This is an optimization exercise on Yosys and OpenROAD, whose aim is small area, a short achievable clock period and few clock cycles, not a production implementation. Function was checked by simulation only, so behaviour that the tests miss may differ from the original. No activity file was given, so power comes from the tool's default toggle rates.

==> design.v <==
module tgm_div (
    input  wire [15:0] rem,      
    input  wire [1:0]  bits,     
    input  wire [15:0] d,        
    input  wire [17:0] d3,       
    output wire [15:0] rem_n,
    output wire [1:0]  q
);
    wire [17:0] r4 = {rem, bits};
    wire [18:0] c1 = {1'b0, r4} - {3'b0, d};
    wire [18:0] c2 = {1'b0, r4} - {2'b0, d, 1'b0};
    wire [18:0] c3 = {1'b0, r4} - {1'b0, d3};
    assign q     = !c3[18] ? 2'd3 : !c2[18] ? 2'd2 : !c1[18] ? 2'd1 : 2'd0;
    assign rem_n = !c3[18] ? c3[15:0] : !c2[18] ? c2[15:0] : !c1[18] ? c1[15:0] : r4[15:0];
endmodule
module tgm_traj (
    input  wire        clk,
    input  wire        rst,
    input  wire [31:0] period_us,
    input  wire        cmd_valid,
    output wire        cmd_ready,
    input  wire [2:0]  cmd_op,
    input  wire [15:0] cmd_start,
    input  wire [15:0] cmd_end,
    input  wire [31:0] cmd_duration,
    input  wire        cmd_shape,
    output reg         rsp_valid,
    output reg  [15:0] rsp_duty,
    output reg         rsp_active,
    output reg         rsp_ok
);
    localparam MEMSZ = 13;
    localparam OP_TICK      = 3'd0;
    localparam OP_ENQ       = 3'd1;
    localparam OP_SET_DUTY  = 3'd2;
    localparam OP_START     = 3'd3;
    localparam OP_STOP      = 3'd4;
    localparam OP_STOP_OUT  = 3'd5;
    reg         rdy;
    reg         busy;
    assign cmd_ready = rdy;
    wire acc     = cmd_valid & rdy;
    wire c_tick  = acc & (cmd_op == OP_TICK);
    wire c_enq   = acc & (cmd_op == OP_ENQ);
    reg [31:0] per;
    always @(posedge clk) per <= period_us;
    reg        auto_en;
    reg        start_pend;
    reg        duty_pend;
    reg        auto_active;
    reg [15:0] duty_cmd;
    reg [15:0] duty_out;
    reg [3:0]  cnt;       
    reg        ld_pend;   
    reg [15:0] m_start [0:MEMSZ-1];
    reg [15:0] m_end   [0:MEMSZ-1];
    reg [31:0] m_dur   [0:MEMSZ-1];
    reg        m_shape [0:MEMSZ-1];
    reg [3:0]  wptr;
    reg [3:0]  rptr;
    reg [3:0]  mcnt;
    wire mfull = (mcnt == MEMSZ);
    wire mwe   = rdy & !mfull;           
    wire enq_ok = c_enq & (cnt != 4'd15);
    always @(posedge clk) begin
        if (mwe) begin
            m_start[wptr] <= cmd_start;
            m_end[wptr]   <= cmd_end;
            m_dur[wptr]   <= cmd_duration;
            m_shape[wptr] <= cmd_shape;
        end
    end
    reg        tv, td, tset;
    reg [15:0] ts_a;           
    reg [15:0] ts_b;           
    reg        ts_lin, ts_sign, ts_z;
    reg [31:0] tq, tr;
    reg [5:0]  tcnt;
    reg        dv, dd, dset;
    reg [15:0] d_vl, d_A;
    reg [31:0] d_T;
    reg        d_sign, d_z, d_one;
    reg [15:0] d_R, d_Q;
    reg [17:0] d_3T;
    reg [3:0]  dcnt;
    reg        rv;
    reg [15:0] r_vl, r_dq, r_dr;
    reg [31:0] r_T;
    reg        r_sign, r_z, r_one;
    wire d_leave = dv & dd & !rv;
    wire t_leave = tv & td & (!dv | d_leave);
    wire t_load  = (!tv | t_leave) & (mcnt != 4'd0);
    wire        ts_neg = ts_b < ts_a;
    wire [15:0] ts_A   = ts_neg ? ts_a - ts_b : ts_b - ts_a;
    wire        t_zero = tq < per;
    wire        t_fast = {6'd0, tq[31:6]} < per;
    wire [32:0] t_rs   = {tr, tq[31]};
    wire [33:0] t_diff = {1'b0, t_rs} - {2'b0, per};
    wire        t_ge   = !t_diff[33];
    always @(posedge clk) begin
        if (rst) begin
            tv <= 1'b0;
        end else if (t_load) begin
            tv <= 1'b1;
            td <= 1'b0;
            tset <= 1'b1;
            ts_a <= m_start[rptr];
            ts_b <= m_end[rptr];
            ts_lin <= m_shape[rptr];
            tq <= m_dur[rptr];
        end else if (t_leave) begin
            tv <= 1'b0;
        end else if (tv && tset) begin
            tset <= 1'b0;
            ts_sign <= ts_neg;
            ts_b <= ts_A;
            ts_a <= (!ts_lin || t_zero) ? ts_b : ts_a;
            ts_z <= t_zero;
            if (t_zero) begin
                tq <= 32'd0;
                td <= 1'b1;
            end else if (t_fast) begin
                tr <= {6'd0, tq[31:6]};
                tq <= {tq[5:0], 26'd0};
                tcnt <= 6'd6;
            end else begin
                tr <= 32'd0;
                tcnt <= 6'd32;
            end
        end else if (tv && !td) begin
            tr <= t_ge ? t_diff[31:0] : t_rs[31:0];
            tq <= {tq[30:0], t_ge};
            tcnt <= tcnt - 6'd1;
            if (tcnt == 6'd1) td <= 1'b1;
        end
    end
    wire d_load = t_leave;
    wire d_big  = tq > {16'd0, ts_b};    
    function [3:0] msb16(input [15:0] x);
        integer i;
        begin
            msb16 = 4'd0;
            for (i = 0; i < 16; i = i + 1)
                if (x[i]) msb16 = i[3:0];
        end
    endfunction
    wire [3:0] d_msbA = msb16(d_A);
    wire [3:0] d_msbT = msb16(d_T[15:0]);
    wire [3:0] d_k    = d_msbA - d_msbT;
    wire [3:0] d_nd   = {1'b0, d_k[3:1]} + 4'd1;       
    wire [4:0] d_sh   = {d_nd, 1'b0};                  
    wire [31:0] d_As  = {d_A, 16'd0} >> d_sh;
    wire [15:0] d_Rn;
    wire [1:0]  d_qd;
    tgm_div u_div (
        .rem(d_R), .bits(d_Q[15:14]), .d(d_T[15:0]), .d3(d_3T),
        .rem_n(d_Rn), .q(d_qd)
    );
    always @(posedge clk) begin
        if (rst) begin
            dv <= 1'b0;
        end else if (d_load) begin
            dv <= 1'b1;
            dset <= 1'b0;
            d_vl <= ts_a;
            d_A <= ts_b;
            d_T <= tq;
            d_z <= ts_z;
            d_one <= (tq == 32'd1);
            if (!ts_lin || ts_z) begin
                dd <= 1'b1;
                d_sign <= 1'b0;
                d_Q <= 16'd0;
                d_R <= 16'd0;
            end else if (d_big) begin
                dd <= 1'b1;
                d_sign <= ts_sign;
                d_Q <= 16'd0;
                d_R <= ts_b;
            end else begin
                dd <= 1'b0;
                d_sign <= ts_sign;
                dset <= 1'b1;
            end
        end else if (d_leave) begin
            dv <= 1'b0;
        end else if (dv && dset) begin
            dset <= 1'b0;
            d_R <= d_As[31:16];
            d_Q <= d_As[15:0];
            d_3T <= {2'b0, d_T[15:0]} + {1'b0, d_T[15:0], 1'b0};
            dcnt <= d_nd;
        end else if (dv && !dd) begin
            d_R <= d_Rn;
            d_Q <= {d_Q[13:0], d_qd};
            dcnt <= dcnt - 4'd1;
            if (dcnt == 4'd1) dd <= 1'b1;
        end
    end
    wire r_take;
    always @(posedge clk) begin
        if (rst) begin
            rv <= 1'b0;
        end else if (d_leave) begin
            rv <= 1'b1;
            r_vl <= d_vl;
            r_T <= d_T;
            r_dq <= d_Q;
            r_dr <= d_R;
            r_sign <= d_sign;
            r_z <= d_z;
            r_one <= d_one;
        end else if (r_take) begin
            rv <= 1'b0;
        end
    end
    wire [15:0] r_X   = r_sign ? ~r_dq : r_dq;
    wire [32:0] r_e   = {17'd0, r_dr} - {1'b0, r_T};
    wire [15:0] r_v1  = r_vl + r_X + {15'd0, r_sign};
    wire [31:0] r_Tm1 = r_T - 32'd1;
    reg [15:0] a_v;       
    reg [31:0] a_n;       
    reg [31:0] a_r;       
    reg [32:0] a_e;       
    reg [15:0] a_dr;
    reg [15:0] a_X;       
    reg        a_sign;
    wire a_n0 = (a_n == 32'd0);
    wire a_n1 = (a_n == 32'd1);
    wire [32:0] adv_b = {1'b0, a_r} + a_e;
    wire        wrap  = !adv_b[32];
    wire [31:0] adv_r = wrap ? adv_b[31:0] : a_r + {16'd0, a_dr};
    wire [15:0] adv_v = a_v + a_X + {15'd0, wrap ^ a_sign};
    wire tick_eval = busy | c_tick;
    wire cnt0 = (cnt == 4'd0);
    wire cnt1 = (cnt == 4'd1);
    wire br_off   = !auto_en;
    wire br_start = auto_en & start_pend;
    wire br_adv   = auto_en & !start_pend & auto_active;
    wire br_man   = auto_en & !start_pend & !auto_active;
    wire want_pop = (br_start & !cnt0) | (br_adv & a_n0 & !cnt0);
    wire t_wait   = (want_pop & (!rv | ld_pend)) | (br_adv & ld_pend);
    wire pa       = tick_eval & want_pop & rv & !ld_pend;       
    wire na       = tick_eval & br_adv & !ld_pend & !a_n0;      
    wire zh       = br_adv & !ld_pend & a_n0 & cnt0;            
    wire partial  = pa & r_z & !cnt1;
    wire t_done   = tick_eval & !t_wait & !partial;
    wire chain     = na & a_n1;
    wire chain_ld  = chain & !cnt0 & rv;
    wire chain_def = chain & !cnt0 & !rv;
    wire pa_chain  = pa & !r_z & r_one & !cnt1;
    wire ldp_fill  = ld_pend & rv;
    assign r_take  = ldp_fill | pa | chain_ld;
    wire a_load  = ldp_fill | (pa & r_z) | chain_ld;
    wire a_first = pa & !r_z;
    wire a_adv   = na & !chain_ld;
    wire [15:0] man_d = duty_pend ? duty_cmd : duty_out;
    reg  [15:0] t_d;
    reg         t_act;
    always @(*) begin
        if (br_off) begin
            t_d = man_d; t_act = 1'b0;
        end else if (br_start && cnt0) begin
            t_d = man_d; t_act = 1'b0;
        end else if (want_pop) begin
            if (r_z) begin
                t_d = r_vl; t_act = 1'b0;        
            end else begin
                t_d = r_v1; t_act = !(r_one & cnt1);
            end
        end else if (br_adv) begin
            if (a_n0) begin
                t_d = a_v; t_act = 1'b0;         
            end else begin
                t_d = adv_v; t_act = !(a_n1 & cnt0);
            end
        end else begin
            t_d = man_d; t_act = 1'b0;
        end
    end
    wire t_man = br_off | (br_start & cnt0) | br_man;
    wire [3:0] cnt_dec = {3'd0, pa | chain_ld | chain_def} + {3'd0, pa_chain};
    wire [3:0] cnt_n   = cnt + {3'd0, enq_ok} - cnt_dec;
    wire [3:0] mcnt_n  = mcnt + {3'd0, enq_ok} - {3'd0, t_load};
    wire       busy_n  = tick_eval & !t_done;
    always @(posedge clk) begin
        if (rst) begin
            rdy         <= 1'b1;
            busy        <= 1'b0;
            cnt         <= 4'd0;
            mcnt        <= 4'd0;
            wptr        <= 4'd0;
            rptr        <= 4'd0;
            ld_pend     <= 1'b0;
            auto_en     <= 1'b0;
            start_pend  <= 1'b0;
            duty_pend   <= 1'b0;
            auto_active <= 1'b0;
            duty_cmd    <= 16'd0;
            duty_out    <= 16'd0;
            rsp_valid   <= 1'b0;
            rsp_duty    <= 16'd0;
            rsp_active  <= 1'b0;
            rsp_ok      <= 1'b0;
        end else begin
            busy <= busy_n;
            rdy  <= !busy_n & !((mcnt_n == MEMSZ) & (cnt_n != 4'd15));
            cnt  <= cnt_n;
            mcnt <= mcnt_n;
            if (enq_ok) wptr <= (wptr == MEMSZ - 1) ? 4'd0 : wptr + 4'd1;
            if (t_load) rptr <= (rptr == MEMSZ - 1) ? 4'd0 : rptr + 4'd1;
            if (ldp_fill) ld_pend <= 1'b0;
            else if (pa_chain | chain_def) ld_pend <= 1'b1;
            if (acc) begin
                case (cmd_op)
                OP_SET_DUTY: begin
                    duty_cmd  <= cmd_start;
                    duty_pend <= 1'b1;
                end
                OP_START: begin
                    auto_en    <= 1'b1;
                    start_pend <= 1'b1;
                end
                OP_STOP: begin
                    auto_en <= 1'b0;
                end
                OP_STOP_OUT: begin
                    auto_en   <= 1'b0;
                    duty_cmd  <= 16'd0;
                    duty_pend <= 1'b1;
                end
                default: ;
                endcase
            end
            if (tick_eval & !t_wait) begin
                start_pend <= 1'b0;
                if (partial) begin
                    auto_active <= 1'b1;
                end else begin
                    auto_active <= t_act;
                    duty_out    <= t_d;
                    if (t_man) duty_pend <= 1'b0;
                end
            end
            rsp_valid <= (acc & !c_tick) | t_done;
            if (t_done) begin
                rsp_duty   <= t_d;
                rsp_active <= t_act;
                rsp_ok     <= 1'b1;
            end else begin
                rsp_duty   <= duty_out;
                rsp_active <= auto_active;
                rsp_ok     <= !(c_enq & (cnt == 4'd15));
            end
        end
    end
    always @(posedge clk) begin
        if (a_load) begin
            a_v    <= r_vl;
            a_n    <= r_T;
            a_r    <= 32'd0;
            a_e    <= r_e;
            a_dr   <= r_dr;
            a_X    <= r_X;
            a_sign <= r_sign;
        end else if (a_first) begin
            a_v    <= r_v1;
            a_n    <= r_Tm1;
            a_r    <= {16'd0, r_dr};
            a_e    <= r_e;
            a_dr   <= r_dr;
            a_X    <= r_X;
            a_sign <= r_sign;
        end else if (a_adv) begin
            a_v    <= adv_v;
            a_n    <= a_n - 32'd1;
            a_r    <= adv_r;
        end
    end
endmodule
==> run.sh <==
#!/bin/bash
# synth_recipe.tcl (not shown) runs the flow's synth.tcl, then flattens the netlist and writes it again
# the make line also repeats each setting of config.mk as NAME=value (left out here)
make -C /OpenROAD-flow-scripts/flow DESIGN_CONFIG=/design/flow/config.mk WORK_HOME=/design/flow/orfs CLKGATE_MAP_FILE= SYNTH_SCRIPT=/design/flow/synth_recipe.tcl finish
==> config.mk <==
export PLATFORM = sky130hd
export DESIGN_NAME = tgm_traj
export DESIGN_NICKNAME = tgm_traj
export VERILOG_FILES = /design/flow/design.v
export SDC_FILE = /design/flow/constraint.sdc
export NUM_CORES = 4
export LEC_CHECK = 0
export CAP_MARGIN = 20
export CORE_MARGIN = 2
export CORE_UTILIZATION = 40
export SLEW_MARGIN = 20
==> constraint.sdc <==
create_clock -name core_clock -period 8.0 [get_ports {clk}]
set_input_delay 1.6000 -clock core_clock [delete_from_list [all_inputs] [get_ports {clk}]]
set_output_delay 1.6000 -clock core_clock [all_outputs]
set_load 0.01 [all_outputs]
==> key figures <==
Pwr
  – Peak supply drop: 0.2710 mV
  – Pwr/cell area: 302.4 nW/um^2
  – Leak: 26.98 nW
  – Power, Total: 23.57 mW

Clock tree
  – CTS sink count: 1417
  – TritonCTS buffer count: 149
  – CTS hold repair buffers: 0
  – Clk buf depth: 3
  – Clk latency of the worst-skew pair: 0.81 ns
  – H-tree Lvls: 4
  – # Post-CTS Setup Buffers: 0
  – Clock-pin slew on the worst setup and hold paths: 0.06 ns
  – CTS tree: built
  – Root Buffer: clkbuf_16
  – Gates resized, CTS repair: 0

Timing
  – Pins over their slew limit: 0
  – Final setup vio count: 0
  – Crit path time final: 6.061 ns
  – Final setup TNS: 0 ns
  – Skew final: 0.04005 ns
  – Worst slew margin: 26.13%
  – Fmax: 165.0 MHz
  – Actual slew at the worst max-slew pin: 1.108 ns
  – RSZ-0062 raised after global routing: false
  – Part of the cycle the worst path needs: 75.76%
  – Final Hold Fails: 0

Placement
  – # placed instances: 7381
  – RePlAce Congestion: 0.9126
  – DPL Wire Length: 116.0 mm
  – IO buf count: 122

Routing
  – Routed wire length per instance: 23.00 um
  – Vias/cell: 5.645
  – DRC Markers: 0
  – Routed Antenna Nets: 0
  – Drt first pass iters: 6
  – Via count: 43240
  – Total Routed Length: 176.2 mm
  – 1st-iter DRT viols: 3561

Cells and area
  – Share of post-route cells with drive strength above 1: 12.17%
  – Nets: 5669
  – Cell Count, Final, Fillers Out: 7660
  – Layout area overhead: 12.73%

Floorplan
  – Die ar.: 176200 um^2
  – # rows: 152
  – Initial Utilization: 40.26%
  – I/O pin count: 123
  – Die Y: 419.8 um
  – Die width: 419.8 um
  – Area of the core: 171700 um^2

Yosys
  – Mapped Cells: 5087
  – Register area share after synthesis: 59.44%
  – Synth cell types: 100
  – Mapped Nets: 5533
  – Syn Std Cell Area: 69150 um^2
  – Top FF cell, synth: edfxtp_1
  – EDFF count, synth: 1272
  – Syn Area/Cell: 13.59 um^2
  – Yosys reg bits: 1417
  – Syn. warnings: 1
  – FFs w/ async S/R, synth: 0%

Critical path
  – CP Launch Type: register
  – Worst Path Max Fanout: 9
  – Critical path type: reg -> reg
  – Worst setup EP type: register
  – CP Data Arrival Time: 6.73 ns
  – Worst EP required: 8.67 ns

GRT
  – Pin count of the biggest net entering global routing: 81
  – Vias in the first global route: 43284
  – Initial antenna violation count: 11
  – Total gr overflow: 0
  – All-Layer GR Usage: 19.98%
  – First-pass GRT wire length: 267.5 mm

Status
  – Status: timing/DRC/antenna clean

Run
  – Max-cap violations: 0

Min path
  – Worst Hold Class: reg -> reg
[cells in the final DEF (no fill, tap or decap), types with 35 or more instances in the layout]
master           count
a211oi_1            40
a21o_1              91
a21oi_1            315
a22oi_1             36
buf_4               67
clkbuf_16          150
clkdlybuf4s50_1    121
clkinv_2            36
dfxtp_1            141
edfxtp_1          1272
ha_1               326
inv_1              211
mux2i_1             96
mux4_2             257
nand2_1            323
nand2b_1            42
nand3_1            114
nand4_1             35
nor2_1             294
nor2b_1             46
nor3_1              89
o211ai_1            45
o21a_1              55
o21ai_0            237
xnor2_1            131
xor2_1             102
[cells in the mapped netlist, types with 19 or more instances]
library cell / number / area share (%)
nor3_1: 92 / 0.67
o21a_1: 55 / 0.60
clkbuf_1: 153 / 0.83
nand2b_1: 42 / 0.38
o22ai_1: 19 / 0.17
mux4_2: 257 / 8.4
a211oi_1: 41 / 0.45
mux2i_1: 96 / 1.4
nor2_1: 298 / 1.6
inv_1: 214 / 1.2
o211ai_1: 45 / 0.49
a21o_1: 92 / 1.0
and2_1: 37 / 0.33
nor2b_1: 46 / 0.42
or3_1: 28 / 0.25
xor2_1: 102 / 1.3
nand2_1: 324 / 1.8
a31oi_1: 32 / 0.29
dfxtp_1: 145 / 4.2
nand3_1: 114 / 0.83
buf_1: 34 / 0.18
ha_1: 326 / 5.9
nor4_1: 33 / 0.30
o21ai_0: 238 / 1.7
xnor2_1: 131 / 1.7
nand4_1: 35 / 0.32
and3_1: 36 / 0.33
a22oi_1: 36 / 0.39
edfxtp_1: 1272 / 55
a21oi_1: 318 / 2.3
o31ai_1: 25 / 0.27
[state kept, by name, summed over array words and instances (netlist names), 18 cells and up, named ones only]
| register | flops |
|---|---|
| a_e | 33 |
| a_n | 32 |
| a_r | 32 |
| d_3T | 18 |
| d_T | 32 |
| m_dur | 416 |
| m_end | 208 |
| m_start | 208 |
| per | 32 |
| r_T | 32 |
| tq | 32 |
| tr | 32 |
[critical path, cell delays in order, from the launching register on]
cell,delay (ns)
edfxtp_1,0.37
ha_1,0.23
fa_1,0.44
a211oi_1,0.31
o211a_1,0.24
o211ai_1,0.19
a21oi_1,0.46
o2111ai_1,0.27
nor2_2,0.51
xnor2_1,0.23
fa_1,0.46
fa_1,0.42
nor2b_1,0.17
o31a_1,0.20
o211ai_1,0.11
a21oi_1,0.25
nor2_1,0.10
xnor2_1,0.19
nand2_1,0.08
a311o_1,0.37
a311oi_1,0.34
[cell type report]
type                       count  area, um^2
tap                         2310        2890
clock buffer                 183        3928
timing repair buffer         191        1767
clock inverter                93       838.3
fill                       15084       93780
multi-input combinational   3249       26600
antenna                        2       5.005
inverter                     215       809.5
sequential                  1417       41110
[worst paths after layout]
check / startpoint / to / cells after the start / slack [ns]
worst max-delay path: a_e[0] / duty_out[10] / 20 / 1.94
worst min-delay path: d_T[21] / r_T[21] / 0 / 0.40
worst max register to register: a_e[0] / duty_out[10] / 20 / 1.94
worst min register to register: d_T[21] / r_T[21] / 0 / 0.40
[kinds of logic after synthesis]
group / Yosys count / share of synthesized area, %
DFF: 1417 / 59.44
and+or+nand+nor: 1164 / 8.133
AOI/OAI and AO/OA: 1140 / 10.73
buffers and inverters: 421 / 2.341
muxes: 369 / 10.02
adders and majority gates: 343 / 6.391
xor gates and xnor gates: 233 / 2.951
[metrics by stage]
step | setup slack (ns) | cell area [um^2] | hold slack [ns] | utilization (%)
final | 1.939 | 77950 | 0.4049 | 45.39
after global routing | 1.441 | 77950 | 0.4165 | 45.39
after CTS | 1.776 | 77900 | 0.4111 | 45.36
after detailed placement | 1.831 | 73140 | 0.4045 | 42.59
after global placement | 1.939 | 73130 | 0.4016 | 42.59
after floorplan | 2.247 | 69150 | 0.4003 | -
[where the power goes]
group          internal [mW]  switching [mW]
combinational           3.13            3.91
sequential              8.96           0.798
clock                   3.82            2.95
total                   15.9            7.66
[routing by layer]
layer / up-vias / global-route usage, % / share of wire (%)
li1: 20067 / - / -
met1: 21676 / 27.15 / 44
met2: 1192 / 33.15 / 48
met3: 287 / 2.923 / 5.3
met4: 18 / 6.091 / 2.6
met5: - / 0 / 0.074
Testbench counts, summed over its fixed seeds: cycles 21,467.

==> what the ideal ports hide <==
In the flow no input, the clock included, has a driving cell. The finished layout below was timed again as built, in two steps.
Step 1 sets driving cells, clkbuf_16 on the clock port and buf_2 on the other inputs (assumed; they add their load-dependent delay and slew).
Step 2 also shifts input and output timing later by t, the mid clock arrival at the registers, as if the neighbouring blocks saw the same clock.
Three values: ideal, step 1, step 2; two values: the first two.
t (ns): 0.866
setup WS [ns]: 1.939 / 1.939 / 1.939
hold WS [ns]: 0.405 / 0.405 / 0.405
worst setup path after step 2: register to register
slew at the worst register clock pin (ns): 0.07 / 0.07
After both steps this run still meets setup and hold. The setup slack of this run moves by 0.000 ns with the drivers and by 0.000 ns with both steps.
